Context: an optimization exercise on an open-source flow, tuned for small area. The choices shown serve that exercise and are no tape-out recipe. The RTL was checked by simulation tests, not by an equivalence proof against the original design. The flow treats the clock pin as an ideal source. Dropping or thinning the clock tree relies on that and would not hold on a real chip.

run 1:
==> flow/design.v <==
module globe_core (
    input  wire         clk,
    input  wire         rst,               
    input  wire         connected,
    input  wire         cmd_valid,
    input  wire [31:0]  cmd,
    input  wire [31:0]  now,
    output wire         cmd_ready,         
    output reg          indicator,
    output wire [15:0]  pwm_duty,
    output reg          pwm_we,            
    output wire [239:0] leds,              
    output reg          led_flush,         
    output wire         begin_accepting    
);
    localparam [23:0] C_GREEN  = 24'h00FF00;
    localparam [23:0] C_BLUE   = 24'h0000FF;
    localparam [23:0] C_PURPLE = 24'hB400FF;
    localparam [23:0] C_YELLOW = 24'hFF9600;
    localparam [1:0] L_START = 2'd0, L_WAIT = 2'd1, L_CONN = 2'd2;
    localparam [1:0] K_BLACK = 2'd0, K_CUR = 2'd1, K_RED = 2'd2, K_AQUA = 2'd3;
    function e_of(input [7:0] p);
        begin
            case (p)
                8'b0_0000_010, 8'b0_0001_000, 8'b0_0001_011, 8'b0_0010_000, 8'b0_0010_011,
                8'b0_0011_001, 8'b0_0011_100, 8'b0_0100_010, 8'b0_0101_000, 8'b0_0101_011,
                8'b0_0110_000, 8'b0_0110_011, 8'b0_0111_001, 8'b0_0111_100, 8'b0_1000_010,
                8'b0_1001_000, 8'b0_1001_011, 8'b1_0000_001, 8'b1_0000_100, 8'b1_0001_001,
                8'b1_0001_011, 8'b1_0010_000, 8'b1_0010_011, 8'b1_0011_010, 8'b1_0100_001,
                8'b1_0100_100, 8'b1_0101_001, 8'b1_0101_011, 8'b1_0110_000, 8'b1_0110_011,
                8'b1_0111_010, 8'b1_1000_001, 8'b1_1000_100, 8'b1_1001_001, 8'b1_1001_011:
                    e_of = 1'b1;
                default: e_of = 1'b0;
            endcase
        end
    endfunction
    reg [1:0]  link_state;
    reg [23:0] cur_color;
    reg [6:0]  step_m1;       
    reg        duty_ramp;     
    reg        act;           
    reg        pend;          
    reg        ph;            
    reg [3:0]  rc;            
    reg [2:0]  rs;            
    reg [15:0] rduty;         
    reg [31:0] next_tick;     
    reg        ticked;        
    reg [1:0]  fc;            
    reg [9:0]  hit;           
    reg        ovr0;          
    reg        blue0;         
    wire [7:0] tag = cmd[31:24];
    wire [2:0] id  = cmd[10:8];
    wire       btn = (tag == 8'h02) && (cmd[15:11] == 5'd0);
    wire       pr  = cmd[0];
    wire conn_step = (link_state == L_CONN) && connected;
    assign cmd_ready = conn_step && cmd_valid;
    reg        ge;
    reg [31:0] now_q;
    reg        cy;
    integer i;
    always @* begin
        ge = 1'b1;
        cy = 1'b0;
        for (i = 0; i < 32; i = i + 1) begin
            ge = (now[i] & ~next_tick[i]) | ((now[i] | ~next_tick[i]) & ge);
            if (i < 9 && ((500 >> i) & 1)) begin
                now_q[i] = ~(now[i] ^ cy);
                cy = now[i] | cy;
            end else begin
                now_q[i] = now[i] ^ cy;
                cy = now[i] & cy;
            end
        end
    end
    wire tick = conn_step && (!ticked || ge);
    reg [15:0] radd;
    reg        ry;
    integer    j;
    always @* begin
        ry = e_of({ph, rc, rs});
        for (j = 0; j < 16; j = j + 1) begin
            if ((655 >> j) & 1) begin
                radd[j] = ~(rduty[j] ^ ry);
                ry = rduty[j] | ry;
            end else begin
                radd[j] = rduty[j] ^ ry;
                ry = rduty[j] & ry;
            end
        end
    end
    reg [6:0] step_pm;
    reg       st;
    integer   m;
    always @* begin
        st = 1'b1;
        for (m = 0; m < 7; m = m + 1) begin
            step_pm[m] = step_m1[m] ^ st;
            st = st & (step_m1[m] ^ id[0]);
        end
    end
    wire step_end = (step_m1[5:0] == 6'd63) && (step_m1[6] == id[0]);
    reg [23:0] n_color;
    reg [6:0]  n_step;
    reg        n_dramp;
    reg        n_act, n_pend, n_ph;
    reg [3:0]  n_rc;
    reg [2:0]  n_rs;
    reg [15:0] n_rduty;
    reg [1:0]  n_fc;
    reg [9:0]  n_hit;
    reg        n_ovr0;
    reg        n_blue0;
    reg [1:0]  n_link;
    reg        n_we, n_flush, n_ind;
    reg        fill;
    reg [1:0]  fcode;
    reg        rw;
    integer k;
    always @* begin
        n_color = cur_color;
        n_step  = step_m1;
        n_dramp = duty_ramp;
        n_act   = act;
        n_pend  = pend;
        n_ph    = ph;
        n_rc    = rc;
        n_rs    = rs;
        n_rduty = rduty;
        n_fc    = fc;
        n_hit   = hit;
        n_ovr0  = ovr0;
        n_blue0 = blue0;
        n_link  = link_state;
        n_we    = 1'b0;
        n_flush = 1'b0;
        n_ind   = indicator;
        fill    = 1'b0;
        fcode   = K_CUR;
        rw      = 1'b0;
        case (link_state)
            L_START: begin
                n_ovr0  = 1'b1;
                n_blue0 = 1'b0;
                n_flush = 1'b1;
                n_link  = L_WAIT;
            end
            L_WAIT: if (connected) begin
                n_ovr0  = 1'b1;
                n_blue0 = 1'b1;
                n_flush = 1'b1;
                n_link  = L_CONN;
            end
            L_CONN: if (!connected) begin
                n_ovr0  = 1'b1;
                n_blue0 = 1'b0;
                n_flush = 1'b1;
                n_link  = L_WAIT;
            end else begin
                if (cmd_valid) begin
                    n_ind = (tag == 8'h02) && pr;
                    if (tag == 8'h01) begin
                        n_color = cmd[23:0];
                        fill = 1'b1;
                    end else if (btn) begin
                        if (pr) begin
                            case (id)
                                3'd0, 3'd1: if (!step_end) begin
                                    fill = 1'b1;
                                    n_step = step_pm;
                                    n_dramp = 1'b0;
                                    n_we = 1'b1;
                                end
                                3'd2: begin
                                    n_color = C_YELLOW;
                                    fill = 1'b1;
                                    n_step = 7'd127;
                                    n_dramp = 1'b0;
                                    n_we = 1'b1;
                                end
                                3'd3: begin
                                    n_color = C_YELLOW;
                                    fill = 1'b1;
                                    n_step = 7'd31;
                                    n_dramp = 1'b0;
                                    n_we = 1'b1;
                                end
                                3'd4: n_pend = 1'b1;
                                3'd5: begin n_color = C_GREEN;  fill = 1'b1; end
                                3'd6: begin n_color = C_BLUE;   fill = 1'b1; end
                                default: begin n_color = C_PURPLE; fill = 1'b1; end
                            endcase
                        end else if (id[2:1] == 2'd0) begin
                            fill = 1'b1;
                            fcode = K_RED;
                        end
                    end
                end
                if (tick && (n_pend || act)) begin
                    n_dramp = 1'b1;
                    n_we = 1'b1;
                    if (n_pend) begin
                        n_pend = 1'b0;
                        n_act = 1'b1;
                        n_ph = 1'b0;
                        n_rc = 4'd0;
                        n_rs = 3'd0;
                        n_rduty = 16'h7FFF;
                        fill = 1'b1;
                        fcode = K_AQUA;
                    end else if (ph && rc == 4'd15) begin
                        n_act = 1'b0;
                        n_rduty = 16'hFFFF;
                        fill = 1'b1;
                        fcode = K_CUR;
                    end else begin
                        rw = 1'b1;
                        if (!ph && rc == 4'd10) begin
                            n_rduty = 16'h0000;
                            n_ph = 1'b1;
                            n_rc = 4'd9;
                            n_rs = 3'd1;
                        end else begin
                            if (!ph && rc == 4'd0 && rs == 3'd0)
                                n_rduty = rduty;
                            else
                                n_rduty = radd;
                            if (rs == 3'd4) begin
                                n_rs = 3'd0;
                                n_rc = ph ? rc - 4'd1 : rc + 4'd1;
                            end else begin
                                n_rs = rs + 3'd1;
                            end
                        end
                    end
                end
                if (fill) begin
                    n_fc = fcode;
                    n_hit = 10'd0;
                    n_ovr0 = 1'b0;
                end
                if (rw) begin
                    for (k = 0; k < 10; k = k + 1)
                        if (rc == k) n_hit[k] = 1'b1;
                    if (rc == 4'd10) n_hit[9] = 1'b1;
                    if (rc == 4'd0) n_ovr0 = 1'b0;
                end
            end
            default: ;
        endcase
    end
    always @(posedge clk)
        if (tick) next_tick <= now_q;
    always @(posedge clk) begin
        ph    <= n_ph;
        rc    <= n_rc;
        rs    <= n_rs;
        rduty <= n_rduty;
    end
    always @(posedge clk) begin
        if (rst) begin
            link_state      <= L_START;
            cur_color       <= C_PURPLE;
            step_m1         <= 7'd127;
            duty_ramp       <= 1'b0;
            act             <= 1'b0;
            pend            <= 1'b0;
            ticked          <= 1'b0;
            fc              <= K_BLACK;
            hit             <= 10'd0;
            ovr0            <= 1'b0;
            blue0           <= 1'b0;
            indicator       <= 1'b0;
            pwm_we          <= 1'b0;
            led_flush       <= 1'b0;
        end else begin
            link_state      <= n_link;
            cur_color       <= n_color;
            step_m1         <= n_step;
            duty_ramp       <= n_dramp;
            act             <= n_act;
            pend            <= n_pend;
            if (tick) ticked <= 1'b1;
            fc              <= n_fc;
            hit             <= n_hit;
            ovr0            <= n_ovr0;
            blue0           <= n_blue0;
            indicator       <= n_ind;
            pwm_we          <= n_we;
            led_flush       <= n_flush;
        end
    end
    assign begin_accepting = led_flush && (link_state == L_WAIT);
    wire [15:0] step_duty = step_m1[6] ? 16'd0 : {step_m1[5:0], 10'h3FF};
    assign pwm_duty = duty_ramp ? rduty ^ {16{ph}} : step_duty;
    genvar g;
    generate
        for (g = 0; g < 10; g = g + 1) begin : g_cell
            wire down    = ph && ((rc == 4'd15) || (rc < g) || (rc == g && rs != 3'd0));
            wire ov      = (g == 0) ? ovr0 : 1'b0;
            wire is_cur  = !ov && !hit[g] && (fc == K_CUR);
            wire is_red  = !ov && (hit[g] ? !down : (fc == K_RED));
            wire is_aqua = !ov && (hit[g] ? down : (fc == K_AQUA));
            wire is_blue = ov && blue0;
            assign leds[24*g +: 24] = ({24{is_cur}} & cur_color)
                                    | ({24{is_red}} & 24'hFF0000)
                                    | ({24{is_aqua}} & 24'h32FFFF)
                                    | ({24{is_blue}} & 24'h0000FF);
        end
    endgenerate
endmodule
export LEC_CHECK = 0
export ABC_AREA = 1
export CAP_MARGIN = 5
export CORE_AREA = 5.52 5.44 134.32 133.28
export DIE_AREA = 0 0 139.84 138.72
export PLACE_DENSITY = 0.75
export SLEW_MARGIN = 5
create_clock -name core_clock -period 20.0 [get_ports {clk}]
standard.sh (not shown) runs the stock make flow with config.mk's settings and CLKGATE_MAP_FILE= SYNTH_SCRIPT=/design/flow/synth_recipe.tcl, a recipe that flattens the netlist after the stock synthesis.
==> flow/flow/run.sh <==
#!/bin/bash
# Layout flow: the standard synthesis, then its combinational logic
# re-mapped by ABC with a stronger area script (registers, their cells and
# names untouched), then the standard layout with two changes: the port
# buffers are the smallest buffer cell, and after clock tree synthesis the
# clock tree is rebuilt as one level of four clock buffers, each driving a
# quarter of the flip-flops (flow/post_cts.tcl).
set -euo pipefail
here=$(pwd)
res=$here/orfs/results/$FLOW_PLATFORM/globe_core/base
YOSYS=yosys
if [[ -x $FLOW_HOME/../tools/install/yosys/bin/yosys ]]; then
  YOSYS=$FLOW_HOME/../tools/install/yosys/bin/yosys
fi
LIB=$FLOW_HOME/platforms/sky130hd/lib/sky130_fd_sc_hd__tt_025C_1v80.lib
export BUFFER_PORTS_ARGS="-buffer_cell sky130_fd_sc_hd__buf_1"
export POST_CTS_TCL=$here/flow/post_cts.tcl
export CTS_ARGS="-sink_clustering_enable -repair_clock_nets -dont_use_dummy_load -buf_list {sky130_fd_sc_hd__clkbuf_4 sky130_fd_sc_hd__clkbuf_8}"

bash standard.sh synth > standard_synth.log 2>&1
cp $res/1_2_yosys.v $here/std_synth.v

# re-map the combinational logic, a few ABC seeds in parallel; keep the smallest
R2='balance; rewrite; refactor; balance; rewrite; rewrite -z; balance; refactor -z; rewrite -z; balance'
DU=$(cat $here/flow/dontuse.txt)
for s in 1 2 3 4; do
  printf 'strash\n&get -n\n&deepsyn -T 60 -S %s\n&put\n%s\ndch -f\nmap -a\ntopo\n' $s "$R2" > $here/resynth_$s.abc
  (
    $YOSYS -p "read_liberty -ignore_miss_func $LIB; read_verilog $here/std_synth.v; hierarchy -top $FLOW_TOP; \
      setattr -mod -set blackbox 1 sky130_fd_sc_hd__dfxtp_1 sky130_fd_sc_hd__edfxtp_1 sky130_fd_sc_hd__conb_1; \
      flatten; delete t:\$scopeinfo; rename -hide w:*.*; opt_clean; \
      abc -liberty $LIB $DU -script $here/resynth_$s.abc; opt_clean -purge; \
      write_verilog -noattr -nohex -nodec $here/resynth_$s.raw.v" > $here/resynth_$s.log 2>&1 &&
    $YOSYS -p "read_liberty -lib -ignore_miss_func $LIB; read_verilog $here/resynth_$s.raw.v; hierarchy -top $FLOW_TOP; \
      hilomap -singleton -hicell sky130_fd_sc_hd__conb_1 HI -locell sky130_fd_sc_hd__conb_1 LO; \
      insbuf -buf sky130_fd_sc_hd__buf_4 A X; \
      check -assert -mapped; \
      tee -o $here/resynth_$s.stat stat -liberty $LIB; \
      write_verilog -noattr -nohex -nodec $here/resynth_$s.v" > $here/resynth_$s.2.log 2>&1 || rm -f $here/resynth_$s.v
  ) &
done
wait
best=""; besta=""
for s in 1 2 3 4; do
  a=$(grep -o "Chip area for module.*: [0-9.]*" $here/resynth_$s.stat 2>/dev/null | awk '{print $NF}' || true)
  if [[ -n "$a" && -s $here/resynth_$s.v ]]; then
    if [[ -z "$besta" ]] || awk "BEGIN{exit !($a < $besta)}"; then best=$s; besta=$a; fi
  fi
done
echo "resynthesis: best seed $best area $besta" > $here/resynth.log
if [[ -n "$best" ]]; then
  cp $here/resynth_$best.v $res/1_2_yosys.v
  rm -f $res/1_synth.odb
fi

bash standard.sh > standard.log 2>&1
Other scripts of this flow, unchanged in this note and not shown: flow/flow/dontuse.txt, flow/flow/post_cts.tcl
> inputs changed (run 1 -> run 2)
diff --git a/flow/flow/run.sh b/flow/flow/run.sh
--- a/flow/flow/run.sh
+++ b/flow/flow/run.sh
@@ -7 +7 @@
-# quarter of the flip-flops (flow/post_cts.tcl).
+# quadrant of the flip-flops (flow/post_cts.tcl).
@@ -23 +23,2 @@
-# re-map the combinational logic, a few ABC seeds in parallel; keep the smallest
+# re-map the combinational logic with sixteen ABC runs (eight seeds, each with
+# and without two-input LUTs in deepsyn), four at a time; keep the smallest
@@ -26,2 +27,3 @@
-for s in 1 2 3 4; do
-  printf 'strash\n&get -n\n&deepsyn -T 60 -S %s\n&put\n%s\ndch -f\nmap -a\ntopo\n' $s "$R2" > $here/resynth_$s.abc
+for s in $(seq 1 16); do
+  if (( s <= 8 )); then ds="-S $s"; else ds="-S $((s - 8)) -t"; fi
+  printf 'strash\n&get -n\n&deepsyn -T 60 %s\n&put\n%s\ndch -f\nmap -a\ntopo\n' "$ds" "$R2" > $here/resynth_$s.abc
@@ -40,0 +43 @@
+  if (( s % 4 == 0 )); then wait; fi
@@ -44 +47 @@
-for s in 1 2 3 4; do
+for s in $(seq 1 16); do
- Run 2: done, clean on timing, DRC and antenna
- Total met2 wirelength after detailed routing ended up about 1.2% higher on run 2 than on run 1.
- Post-route fraction of the period consumed by the critical path: run 2 and run 1 compared, higher one is run 1
- Compare run 2 and run 1 | global-route usage lower: run 2
Input changes introduced in run 3 (baseline for comparison: run 2):
diff --git a/flow/flow/run.sh b/flow/flow/run.sh
--- a/flow/flow/run.sh
+++ b/flow/flow/run.sh
@@ -23,2 +23 @@
-# re-map the combinational logic with sixteen ABC runs (eight seeds, each with
-# and without two-input LUTs in deepsyn), four at a time; keep the smallest
+# re-map the combinational logic with eight ABC seeds, four at a time; keep the smallest
@@ -27,3 +26,2 @@
-for s in $(seq 1 16); do
-  if (( s <= 8 )); then ds="-S $s"; else ds="-S $((s - 8)) -t"; fi
-  printf 'strash\n&get -n\n&deepsyn -T 60 %s\n&put\n%s\ndch -f\nmap -a\ntopo\n' "$ds" "$R2" > $here/resynth_$s.abc
+for s in 1 2 3 4 5 6 7 8; do
+  printf 'strash\n&get -n\n&deepsyn -T 60 -S %s\n&put\n%s\ndch -f\nmap -a\ntopo\n' $s "$R2" > $here/resynth_$s.abc
@@ -47 +45 @@
-for s in $(seq 1 16); do
+for s in 1 2 3 4 5 6 7 8; do
Results
- Critical path depth: run 3 vs run 2 up 2
- Via count grows slightly when moving from run 2 to run 3.
- Any difference in initial standard-cell utilization of the core between run 2 and run 3 is small enough to ignore.
- Run 3 completed every stage of the flow, and the final layout passed the timing, DRC and antenna checks.
No run of this note takes its clock network from TritonCTS; it comes from the design's own scripts or RTL.

static timing again, ports no longer ideal:
Ports are ideal in the flow. The routed layouts listed here were re-timed in OpenROAD.
Step 1, drivers: a clkbuf_16 drives clk and a buf_2 each remaining input, both assumed.
Step 2 also shifts input and output timing later by t, the mid clock arrival at the registers, as if the neighbouring blocks saw the same clock.
Slacks: ideal / step 1 / step 2; pairs: ideal / step 1.
| run | t, ns | setup slack, ns | worst setup path after step 2 | cell pins on the clock port's net |
|---|---|---|---|---|
| run 1 | 0.251 | 10.635 / 10.596 / 10.596 | input to output | 4 |
| run 2 | 0.251 | 11.036 / 11.011 / 10.868 | input to register | 4 |
| run 3 | 0.252 | 10.878 / 10.850 / 10.850 | input to output | 4 |
After both steps setup and hold are still met in every run listed. For run 2, which loses most, drivers alone change the setup slack by -0.025 ns; drivers and shift together by -0.168 ns.
